From an optimization exercise on the open Yosys and OpenROAD flow, aimed at small area, a short achievable clock period and few clock cycles; shortcuts taken in it are not production practice. The RTL was checked by simulation tests, not by an equivalence proof against the original design. Power and IR drop assume default switching activity.

==> 08-11: inputs <==
Design eadogm_core, start of the top module:
module eadogm_core (
    input  wire        clk,
    input  wire        rst,
    input  wire        cmd_valid,
    output wire        cmd_ready,
    input  wire [63:0] cmd_word,
    output wire [2:0]  err,
    output wire [3:0]  cur_page,
    output wire [6:0]  cur_col,
    output wire [7:0]  ret,
    output reg         mem_en,
    output reg         mem_we,
    output reg  [9:0]  mem_addr,
    output reg  [7:0]  mem_wdata,
    input  wire [7:0]  mem_rdata
);
Settings: LEC_CHECK=0, CAP_MARGIN=60, CORE_MARGIN=2, CORE_UTILIZATION=40, PLACE_DENSITY=0.6, SLEW_MARGIN=60; clock period 12.0 ns.
run.sh (not shown) runs the stock make flow with config.mk's settings and CLKGATE_MAP_FILE= SYNTH_SCRIPT=/design/flow/synth_recipe.tcl, a recipe that flattens the netlist after the stock synthesis.
==> inputs of 10-12, as changes to 08-11 <==
--- a/flow/design.v
+++ b/flow/design.v
@@ -601,17 +601,17 @@
     reg        adv_ok;         
     reg        fin;            
     reg [2:0]  sp;             
     reg [6:0]  mag_q;
     reg        neg_q;
     wire [14:0] prod_q = acc[14:0];
     wire        negp_q = acc[15];
     wire [8:0]  w_dw = (b4 > b3) ? ({1'b0, b4} - {1'b0, b3}) : (9'd256 - {1'b0, b3} + {1'b0, b4});
-    wire [12:0] mul1_s = rca({2'd0, acc[16:7]}, {4'd0, dw[7] ? a2 : 8'd0}, 1'b0);
+    wire [9:0]  mul1_s = {1'b0, acc[16:8]} + {1'b0, a2[cnt[2:0]] ? dw : 9'd0};
     reg  [9:0]  d201;
     always @(*) begin
         case (acc[1:0])
             2'd0:    d201 = 10'd0;
             2'd1:    d201 = 10'd201;
             2'd2:    d201 = 10'd402;
             default: d201 = 10'd603;
         endcase
@@ -621,21 +621,19 @@
     wire [10:0] div_t  = {dr, dw[4'd8 - cnt]};
     wire [11:0] div_s  = {1'b0, div_t} - {2'b00, steps};
     wire        div_ge = !div_s[11];
     wire [12:0] drs_s  = rca({2'd0, dr}, ~{2'd0, steps}, 1'b1);
     wire [11:0] arem_a = {2'd0, arem} + {2'd0, dr};
     wire [11:0] arem_b = {2'd0, arem} + stp;              
     wire        arem_ge = !arem_b[11];
     wire [8:0]  aq_dq  = aq + dq;
-    wire [8:0]  aq_dq1 = aq + dq + 9'd1;
-    wire [7:0]  ang_dq  = a3 + dq[7:0];
-    wire [7:0]  ang_dq1 = a3 + dq[7:0] + 8'd1;
-    wire [8:0]  aq_nx  = arem_ge ? aq_dq1 : aq_dq;
-    wire [7:0]  ang_nx = arem_ge ? ang_dq1 : ang_dq;
+    wire [7:0]  ang_dq = a3 + dq[7:0];
+    wire [8:0]  aq_nx  = aq_dq + {8'd0, arem_ge};
+    wire [7:0]  ang_nx = ang_dq + {7'd0, arem_ge};
     wire [6:0] sin_idx = sp[0] ? {~a3[6], a3[5:0]} : a3[6:0];
     wire [6:0] sin_mag;
     eadogm_sin_rom u_sin_rom (.index(sin_idx), .data(sin_mag));
     wire       cos_neg = a3[7] ^ a3[6];
     wire [14:0] prod  = a2 * mag_q;
     wire [9:0]  pt    = {1'b0, prod_q[14:6]};
     wire [7:0]  ccent = (sp == 3'd3) ? a0 : a1;
     wire [9:0]  smp_v = {2'd0, ccent} + (negp_q ? ~pt : pt) + {9'd0, negp_q & (prod_q[5:0] == 6'd0)};
@@ -938,36 +936,31 @@
                     adv_ok <= 1'b0;
                     wdxy   <= d_putc ? a0[6:0] : a2[6:0];
                     wdy    <= 7'd0;
                     wfirst <= 1'b0;
                     wxe    <= {4'd0, d_putc ? 3'd0 : a0[2:0]};
                     wy     <= {4'd0, !d_putc ? a0[5:3] : is_lf ? norm_page[2:0] : glyph_page[2:0]};
                     wx     <= !d_putc ? a1[6:0] : is_lf ? col_q : glyph_col;
                     err_q  <= dec_err;
-                    sp     <= 3'd0;
+                    sp     <= {2'b00, d_arc && draw_ok};
                     if (d_putc)                 ret_q  <= a0;
                     if (putc_glyph | setpg_ok)  page_q <= d_putc ? glyph_page : a0[3:0];
                     if (putc_glyph | setcol_ok) col_q  <= d_putc ? gcol6_s[6:0] : a0[6:0];
                     if (draw_ok)                     state_n = d_arc ? S_MUL1 : S_SEG;
                     else if (d_putc && is_lf)        state_n = S_LF;
                     else if (putc_glyph | putcat_ok) state_n = S_TEXT;
                     else                             state_n = S_IDLE;
                 end
                 S_MUL1: begin
+                    acc <= {mul1_s[9:0], acc[7:1]};
                     cnt <= cnt + 4'd1;
-                    if (cnt == 4'd0) begin
-                        mag_q <= dw[6:0];
-                    end else if (cnt == 4'd1) begin
-                        acc <= {2'b00, prod};
-                    end else begin
-                        acc   <= dw[8] ? {1'b0, a2, 8'd0} : {mul1_s[9:0], acc[6:0]};
+                    if (cnt == 4'd7) begin
                         stp   <= 12'd0;
                         cnt   <= 4'd0;
-                        sp    <= 3'd1;          
                         state_n = S_MUL2;
                     end
                 end
                 S_MUL2: begin
                     stp <= {mul2_s[9:2], mul2_s[1:0], stp[3:2]};
                     acc <= {2'b00, acc[16:2]};
                     cnt <= cnt + 4'd1;
                     if (cnt == 4'd8) state_n = S_STEPS;
Settings changed: CAP_MARGIN 60 to 80, SLEW_MARGIN 60 to 80.
==> inputs of 11-26, as changes to 08-11 <==
--- a/flow/design.v
+++ b/flow/design.v
@@ -601,17 +601,17 @@
     reg        adv_ok;         
     reg        fin;            
     reg [2:0]  sp;             
     reg [6:0]  mag_q;
     reg        neg_q;
     wire [14:0] prod_q = acc[14:0];
     wire        negp_q = acc[15];
     wire [8:0]  w_dw = (b4 > b3) ? ({1'b0, b4} - {1'b0, b3}) : (9'd256 - {1'b0, b3} + {1'b0, b4});
-    wire [12:0] mul1_s = rca({2'd0, acc[16:7]}, {4'd0, dw[7] ? a2 : 8'd0}, 1'b0);
+    wire [9:0]  mul1_s = {1'b0, acc[16:8]} + {1'b0, a2[cnt[2:0]] ? dw : 9'd0};
     reg  [9:0]  d201;
     always @(*) begin
         case (acc[1:0])
             2'd0:    d201 = 10'd0;
             2'd1:    d201 = 10'd201;
             2'd2:    d201 = 10'd402;
             default: d201 = 10'd603;
         endcase
@@ -621,21 +621,19 @@
     wire [10:0] div_t  = {dr, dw[4'd8 - cnt]};
     wire [11:0] div_s  = {1'b0, div_t} - {2'b00, steps};
     wire        div_ge = !div_s[11];
     wire [12:0] drs_s  = rca({2'd0, dr}, ~{2'd0, steps}, 1'b1);
     wire [11:0] arem_a = {2'd0, arem} + {2'd0, dr};
     wire [11:0] arem_b = {2'd0, arem} + stp;              
     wire        arem_ge = !arem_b[11];
     wire [8:0]  aq_dq  = aq + dq;
-    wire [8:0]  aq_dq1 = aq + dq + 9'd1;
-    wire [7:0]  ang_dq  = a3 + dq[7:0];
-    wire [7:0]  ang_dq1 = a3 + dq[7:0] + 8'd1;
-    wire [8:0]  aq_nx  = arem_ge ? aq_dq1 : aq_dq;
-    wire [7:0]  ang_nx = arem_ge ? ang_dq1 : ang_dq;
+    wire [7:0]  ang_dq = a3 + dq[7:0];
+    wire [8:0]  aq_nx  = aq_dq + {8'd0, arem_ge};
+    wire [7:0]  ang_nx = ang_dq + {7'd0, arem_ge};
     wire [6:0] sin_idx = sp[0] ? {~a3[6], a3[5:0]} : a3[6:0];
     wire [6:0] sin_mag;
     eadogm_sin_rom u_sin_rom (.index(sin_idx), .data(sin_mag));
     wire       cos_neg = a3[7] ^ a3[6];
     wire [14:0] prod  = a2 * mag_q;
     wire [9:0]  pt    = {1'b0, prod_q[14:6]};
     wire [7:0]  ccent = (sp == 3'd3) ? a0 : a1;
     wire [9:0]  smp_v = {2'd0, ccent} + (negp_q ? ~pt : pt) + {9'd0, negp_q & (prod_q[5:0] == 6'd0)};
@@ -665,19 +663,24 @@
     wire [12:0] tcol_s = rca({5'd0, tcol}, {9'd0, tk}, 1'b0);
     wire [9:0]  t_addr = {tspill ? (tpage + 3'd1) : tpage, tcol_s[6:0]};
     wire [3:0] norm_page  = (page_q == 4'd8) ? 4'd0 : page_q;
     wire       col_wrap   = (col_q > 7'd121);
     wire [3:0] wrap_page  = col_wrap ? (norm_page + 4'd1) : norm_page;
     wire [3:0] glyph_page = (wrap_page == 4'd8) ? 4'd0 : wrap_page;
     wire [6:0] glyph_col  = col_wrap ? 7'd0 : col_q;
     wire [12:0] gcol6_s   = rca({5'd0, glyph_col}, 12'd6, 1'b0);
-    reg        d_putc, d_setpg, d_setcol, d_putcat, d_draw;
+    reg  [7:0] opr;
     reg        tbad_q, mbad_q;
-    wire       d_arc = is_arc;
+    wire d_putc   = (opr == 8'h08);
+    wire d_setpg  = (opr == 8'h09);
+    wire d_setcol = (opr == 8'h0A);
+    wire d_putcat = (opr == 8'h0B);
+    wire d_draw   = (opr != 8'h00) && (opr[7:3] == 5'd0);           
+    wire d_arc    = (opr == 8'h07);
     wire char0_bad = (a0[7:5] == 3'd0) || a0[7];
     wire char2_bad = (a2[7:5] == 3'd0) || a2[7];
     wire is_lf      = (a0 == 8'h0A);
     wire putc_glyph = d_putc && !is_lf && !char0_bad;
     wire setpg_ok   = d_setpg && (a0[7:3] == 5'd0);
     wire setcol_ok  = d_setcol && !ge8(a0, 8'd121);
     wire putcat_ok  = d_putcat && !ge8(a0, 8'd57) && !ge8(a1, 8'd121) && !char2_bad;
     wire draw_ok    = d_draw && !tbad_q && !mbad_q;
@@ -745,17 +748,17 @@
             g_mask = t_mask;
         end
     end
     wire g_go = !g_emit || buf_free;    
     wire walk_end = (state == S_WALK) && buf_free && (wmore == 5'd0) && is_last;
     wire seg_go   = ((state == S_SEG) || walk_end) && seg_avail && pre_ok;
     wire p2_consume = (seg_go && is_arc) || ((state == S_PRIME) && p2_valid);
     wire p3_take    = p3_valid && (!p2_valid || p2_consume);
-    wire p4_take    = p4_valid && !p3_valid;                  
+    wire p4_take    = p4_valid && (!p3_valid || p3_take);
     wire q_busy     = p3_valid || p4_valid;
     wire sxy_wr     = (ready_q && cmd_valid) || seg_go ||
                       ((state == S_PRIME) && p2_valid) || p3_take;
     wire seg_draw = chk_ok && !(is_arc && prev_ok && seg_same);
     always @(posedge clk) begin
         if (rst) begin
             cv       <= 4'd0;
             crd      <= 4'd0;
@@ -905,21 +908,17 @@
                     wy     <= sb1;
                     werr   <= s_e0;
                 end
             end
             case (state)
                 S_IDLE: begin
                     if (cmd_valid) begin
                         a0 <= b0; a1 <= b1; a2 <= b2; a3 <= b3;
-                        d_putc   <= op_putc;
-                        d_setpg  <= op_setpg;
-                        d_setcol <= op_setcol;
-                        d_putcat <= op_putcat;
-                        d_draw   <= op_draw;
+                        opr      <= w_op;
                         tbad_q   <= w_tbad;
                         mbad_q   <= w_mbad;
                         is_rect  <= op_rect;
                         is_arc   <= op_arc;
                         thick    <= w_t[0];
                         mset     <= w_mset | !op_draw;
                         side     <= 2'd0;
                         prev_ok  <= 1'b0;
@@ -938,36 +937,31 @@
                     adv_ok <= 1'b0;
                     wdxy   <= d_putc ? a0[6:0] : a2[6:0];
                     wdy    <= 7'd0;
                     wfirst <= 1'b0;
                     wxe    <= {4'd0, d_putc ? 3'd0 : a0[2:0]};
                     wy     <= {4'd0, !d_putc ? a0[5:3] : is_lf ? norm_page[2:0] : glyph_page[2:0]};
                     wx     <= !d_putc ? a1[6:0] : is_lf ? col_q : glyph_col;
                     err_q  <= dec_err;
-                    sp     <= 3'd0;
+                    sp     <= {2'b00, d_arc && draw_ok};
                     if (d_putc)                 ret_q  <= a0;
                     if (putc_glyph | setpg_ok)  page_q <= d_putc ? glyph_page : a0[3:0];
                     if (putc_glyph | setcol_ok) col_q  <= d_putc ? gcol6_s[6:0] : a0[6:0];
                     if (draw_ok)                     state_n = d_arc ? S_MUL1 : S_SEG;
                     else if (d_putc && is_lf)        state_n = S_LF;
                     else if (putc_glyph | putcat_ok) state_n = S_TEXT;
                     else                             state_n = S_IDLE;
                 end
                 S_MUL1: begin
+                    acc <= {mul1_s[9:0], acc[7:1]};
                     cnt <= cnt + 4'd1;
-                    if (cnt == 4'd0) begin
-                        mag_q <= dw[6:0];
-                    end else if (cnt == 4'd1) begin
-                        acc <= {2'b00, prod};
-                    end else begin
-                        acc   <= dw[8] ? {1'b0, a2, 8'd0} : {mul1_s[9:0], acc[6:0]};
+                    if (cnt == 4'd7) begin
                         stp   <= 12'd0;
                         cnt   <= 4'd0;
-                        sp    <= 3'd1;          
                         state_n = S_MUL2;
                     end
                 end
                 S_MUL2: begin
                     stp <= {mul2_s[9:2], mul2_s[1:0], stp[3:2]};
                     acc <= {2'b00, acc[16:2]};
                     cnt <= cnt + 4'd1;
                     if (cnt == 4'd8) state_n = S_STEPS;
==> results.yml <==
detailed_routing:
  routed_wire_length_per_instance_microns: 24.2
  wl_mm: 149
run_status:
  run_status: "timing/DRC/antenna clean"
power:
  power.total_uw: 6410
  power_switching_uw: 2590
  ir_worst_vdd_uv: 166
finish:
  layout.cells.most_common_list: "sky130_fd_sc_hd__nand2_1, sky130_fd_sc_hd__edfxtp_1, sky130_fd_sc_hd__a21oi_1"
  area.growth.synth_to_final_pct: 11.3
worst_hold_path:
  min_delay_worst_endpoint: "nx[1]$_DFFE_PP_"
(the above is from 11-26)
==> results.yml <==
power:
  ir_worst_vdd_uv: 117
  power_switching_uw: 2850
  power.total_uw: 7140
finish:
  area.growth.synth_to_final_pct: 25.6
  layout.cells.most_common_list: "sky130_fd_sc_hd__nand2_1, sky130_fd_sc_hd__edfxtp_1, sky130_fd_sc_hd__ha_1"
detailed_routing:
  wl_mm: 152
  routed_wire_length_per_instance_microns: 23.7
run_status:
  run_status: "timing/DRC/antenna clean"
worst_hold_path:
  min_delay_worst_endpoint: "ny[1]$_DFFE_PP_"
(the above is from 10-12)
==> results.yml <==
finish:
  area.growth.synth_to_final_pct: 11.3
  layout.cells.most_common_list: "sky130_fd_sc_hd__nand2_1, sky130_fd_sc_hd__a21oi_1, sky130_fd_sc_hd__edfxtp_1"
run_status:
  run_status: "timing/DRC/antenna clean"
power:
  ir_worst_vdd_uv: 115
detailed_routing:
  routed_wire_length_per_instance_microns: 23.9
(the above is from 08-11)
Testbench counts of 08-11, summed over its fixed seeds: cycles 250,700.
Testbench counts of 10-12, summed over its fixed seeds: cycles 252,895.
Testbench counts of 11-26, summed over its fixed seeds: cycles 252,895.

==> v17: inputs <==
Another version of the RTL of eadogm_core (not shown whole).
Settings: LEC_CHECK=0, CAP_MARGIN=60, CORE_MARGIN=2, CORE_UTILIZATION=40, PLACE_DENSITY=0.6, SLEW_MARGIN=60; clock period 12.0 ns.
==> v39: changes against v17 <==
--- a/flow/design.v
+++ b/flow/design.v
@@ -505,25 +505,25 @@
     wire [6:0] sdy  = setup_steep ? adx : ady;
     wire [6:0] sdxy = setup_steep ? dyx : dxy[6:0];    
     wire       seg_same   = (ux1 == ux2) && (uy1 == uy2);
     wire       setup_vert = (ux1 == ux2) && (uy1 != uy2);
     wire       s_skipf = is_arc & prev_ok & !setup_swap;
     wire       s_skipl = is_arc & prev_ok & setup_swap;
-    wire signed [8:0] e1n  = $signed({3'b000, adx[6:1]}) - $signed({2'b00, ady});
-    wire signed [8:0] e1s  = $signed({3'b000, ady[6:1]}) - $signed({2'b00, adx});
-    wire signed [8:0] e1np = $signed({3'b000, adx[6:1]}) + $signed({1'b0, dxy});
-    wire signed [8:0] e1sp = $signed({3'b000, ady[6:1]}) + $signed({2'b00, dyx});
-    wire       e1n_neg = e1n[8];
-    wire       e1s_neg = e1s[8];
-    wire [6:0] wyn1 = e1n_neg ? (s_yneg ? dec7(sbn) : inc7(sbn)) : sbn;
-    wire [6:0] wys1 = e1s_neg ? (s_yneg ? dec7(sbs) : inc7(sbs)) : sbs;
-    wire signed [8:0] s_e0 = setup_steep ? {3'b000, ady[6:1]} : {3'b000, adx[6:1]};
-    wire signed [8:0] s_e1 = setup_steep ? (e1s_neg ? e1sp : e1s) : (e1n_neg ? e1np : e1n);
+    wire [6:0] sdx    = setup_steep ? ady : adx;
+    wire signed [8:0] s_e0 = {3'b000, sdx[6:1]};
+    wire signed [8:0] e1   = s_e0 - $signed({2'b00, sdy});
+    wire signed [8:0] e1p  = s_e0 + $signed({2'b00, sdxy});
+    wire       e1n_neg = (ady > {1'b0, adx[6:1]});
+    wire       e1s_neg = (adx > {1'b0, ady[6:1]});
+    wire       e1_neg  = setup_steep ? e1s_neg : e1n_neg;
+    wire signed [8:0] s_e1 = e1_neg ? e1p : e1;
+    wire [6:0] wyn1   = e1n_neg ? (s_yneg ? dec7(sbn) : inc7(sbn)) : sbn;
+    wire [6:0] wys1   = e1s_neg ? (s_yneg ? dec7(sbs) : inc7(sbs)) : sbs;
     wire [6:0] s_wy1  = setup_steep ? wys1 : wyn1;
-    wire [6:0] s_wx1  = setup_steep ? inc7(miny) : inc7(minx);
-    wire [6:0] s_wxe1 = setup_steep ? dec7(maxy) : dec7(maxx);
+    wire [6:0] s_wx1  = inc7(sa1);
+    wire [6:0] s_wxe1 = dec7(sa2);
     wire seg_avail = is_arc ? p2_valid : seg_pend;
     reg  [7:0] nx;                  
     reg  [6:0] ny;
     reg        p3_valid;
     reg  [7:0] qx;                  
     reg  [6:0] qy;
@@ -606,22 +606,26 @@
     wire [14:0] prod_q = acc[14:0];
     wire        negp_q = acc[15];
     wire [7:0]  w_d8 = b4 - b3;
     wire [8:0]  w_dw = {w_d8 == 8'd0, w_d8};
     wire [8:0]  mul1_b = (cnt == 4'd2) ? (dw[6] ? {1'b0, a2} : 9'd0) : (dw[7] ? {a2, 1'b0} : 9'd0);
     wire [10:0] mul1_s = acc[16:6] + {2'd0, mul1_b};
-    reg  [9:0]  d201;
+    reg  [10:0] d201;
     always @(*) begin
-        case (acc[1:0])
-            2'd0:    d201 = 10'd0;
-            2'd1:    d201 = 10'd201;
-            2'd2:    d201 = 10'd402;
-            default: d201 = 10'd603;
+        case (acc[2:0])
+            3'd0:    d201 = 11'd0;
+            3'd1:    d201 = 11'd201;
+            3'd2:    d201 = 11'd402;
+            3'd3:    d201 = 11'd603;
+            3'd4:    d201 = 11'd804;
+            3'd5:    d201 = 11'd1005;
+            3'd6:    d201 = 11'd1206;
+            default: d201 = 11'd1407;
         endcase
     end
-    wire [9:0]  mul2_s = {2'd0, stp[11:4]} + d201;
+    wire [10:0] mul2_s = {3'd0, stp[11:4]} + d201;
     wire [9:0]  steps  = stp[9:0];
     wire [10:0] div_t  = {dr, dw[4'd8 - cnt]};
     wire [11:0] div_s  = {1'b0, div_t} - {2'b00, steps};
     wire        div_ge = !div_s[11];
     wire [12:0] drs_s  = rca({2'd0, dr}, ~{2'd0, steps}, 1'b1);
     wire [11:0] arem_a = {2'd0, arem} + {2'd0, dr};
@@ -969,16 +973,16 @@
                         cnt   <= 4'd0;
                         sp    <= 3'd1;          
                         state_n = S_MUL2;
                     end
                 end
                 S_MUL2: begin
-                    stp <= {mul2_s[9:2], mul2_s[1:0], stp[3:2]};
-                    acc <= {2'b00, acc[16:2]};
+                    stp <= {mul2_s[10:3], mul2_s[2:0], stp[3]};
+                    acc <= {3'b000, acc[16:3]};
                     cnt <= cnt + 4'd1;
-                    if (cnt == 4'd8) state_n = S_STEPS;
+                    if (cnt == 4'd5) state_n = S_STEPS;
                 end
                 S_STEPS: begin
                     if (stp[9:0] == 10'd0) stp <= 12'd1;
                     dr    <= 10'd0;
                     dq    <= 9'd0;
                     cnt   <= 4'd0;
==> PnR_summary.wiki <==
{| class="wikitable"
! Metric !! Value
|-
| Multi-input combinational area share || 58.1%
|-
| Static power due to leakage || 17.5 nW
|-
| Result of the run || complete, no violations
|-
| Fraction of the mapped netlist area in adder cells || 12.3%
|-
| Final cell utilization of the core || 45.2%
|-
| Most frequent cells in the layout || nand2_1, edfxtp_1, a21oi_1
|-
| Core area || 100000 um2
|}
(the above is from v39)
==> PnR_summary.wiki <==
{| class="wikitable"
! Metric !! Value
|-
| Result of the run || complete, no violations
|-
| Worst setup slack after placement || 6.77 ns
|-
| Multi-input combinational area share || 59.1%
|-
| Clk Tree Root Cell || clkbuf_16
|-
| Final cell utilization of the core || 45.0%
|-
| Static power due to leakage || 17.9 nW
|-
| Power in sequential cells || 1.92 mW
|-
| Global-route usage over all layers || 27.8%
|-
| Most frequent cells in the layout || nand2_1, edfxtp_1, nor2_1
|-
| Core area || 104000 um2
|-
| Total of buffers placed on input and output ports || 117
|-
| Fraction of the mapped netlist area in adder cells || 12.3%
|}
(the above is from v17)
Testbench counts of v17, summed over its fixed seeds: cycles 251,139.
Testbench counts of v39, summed over its fixed seeds: cycles 249,822.

==> afterwards: timing with drivers on the ports <==
How much do the figures lean on ideal ports? The routed layouts below were timed once more, with nothing changed but the port constraints. Step 1 assumes that a clkbuf_16 drives the clock port and a buf_2 every other input. Step 2 adds t to the input delays and takes it off the output delays; t is the mean of the earliest and latest rising clock arrival at the registers after step 1. Input paths then give back, and output paths get back, about the clock's delay inside the block. a / b / c = no drivers / after step 1 / after step 2; a / b = the first two.
| run | t (ns) | setup slack, ns | worst setup path after step 2 |
|---|---|---|---|
| 08-11 | 0.703 | 6.879 / 6.879 / 6.531 | input to register |
| 10-12 | 0.676 | 6.548 / 6.548 / 6.548 | register to register |
| 11-26 | 0.686 | 6.943 / 6.943 / 6.546 | input to register |
| v17 | 0.697 | 7.263 / 7.263 / 6.827 | input to register |
| v39 | 0.705 | 7.101 / 7.101 / 6.621 | input to register |
After both steps setup and hold are still met in every run listed. For v39, which loses most, drivers alone change the setup slack by 0.000 ns; drivers and shift together by -0.480 ns.
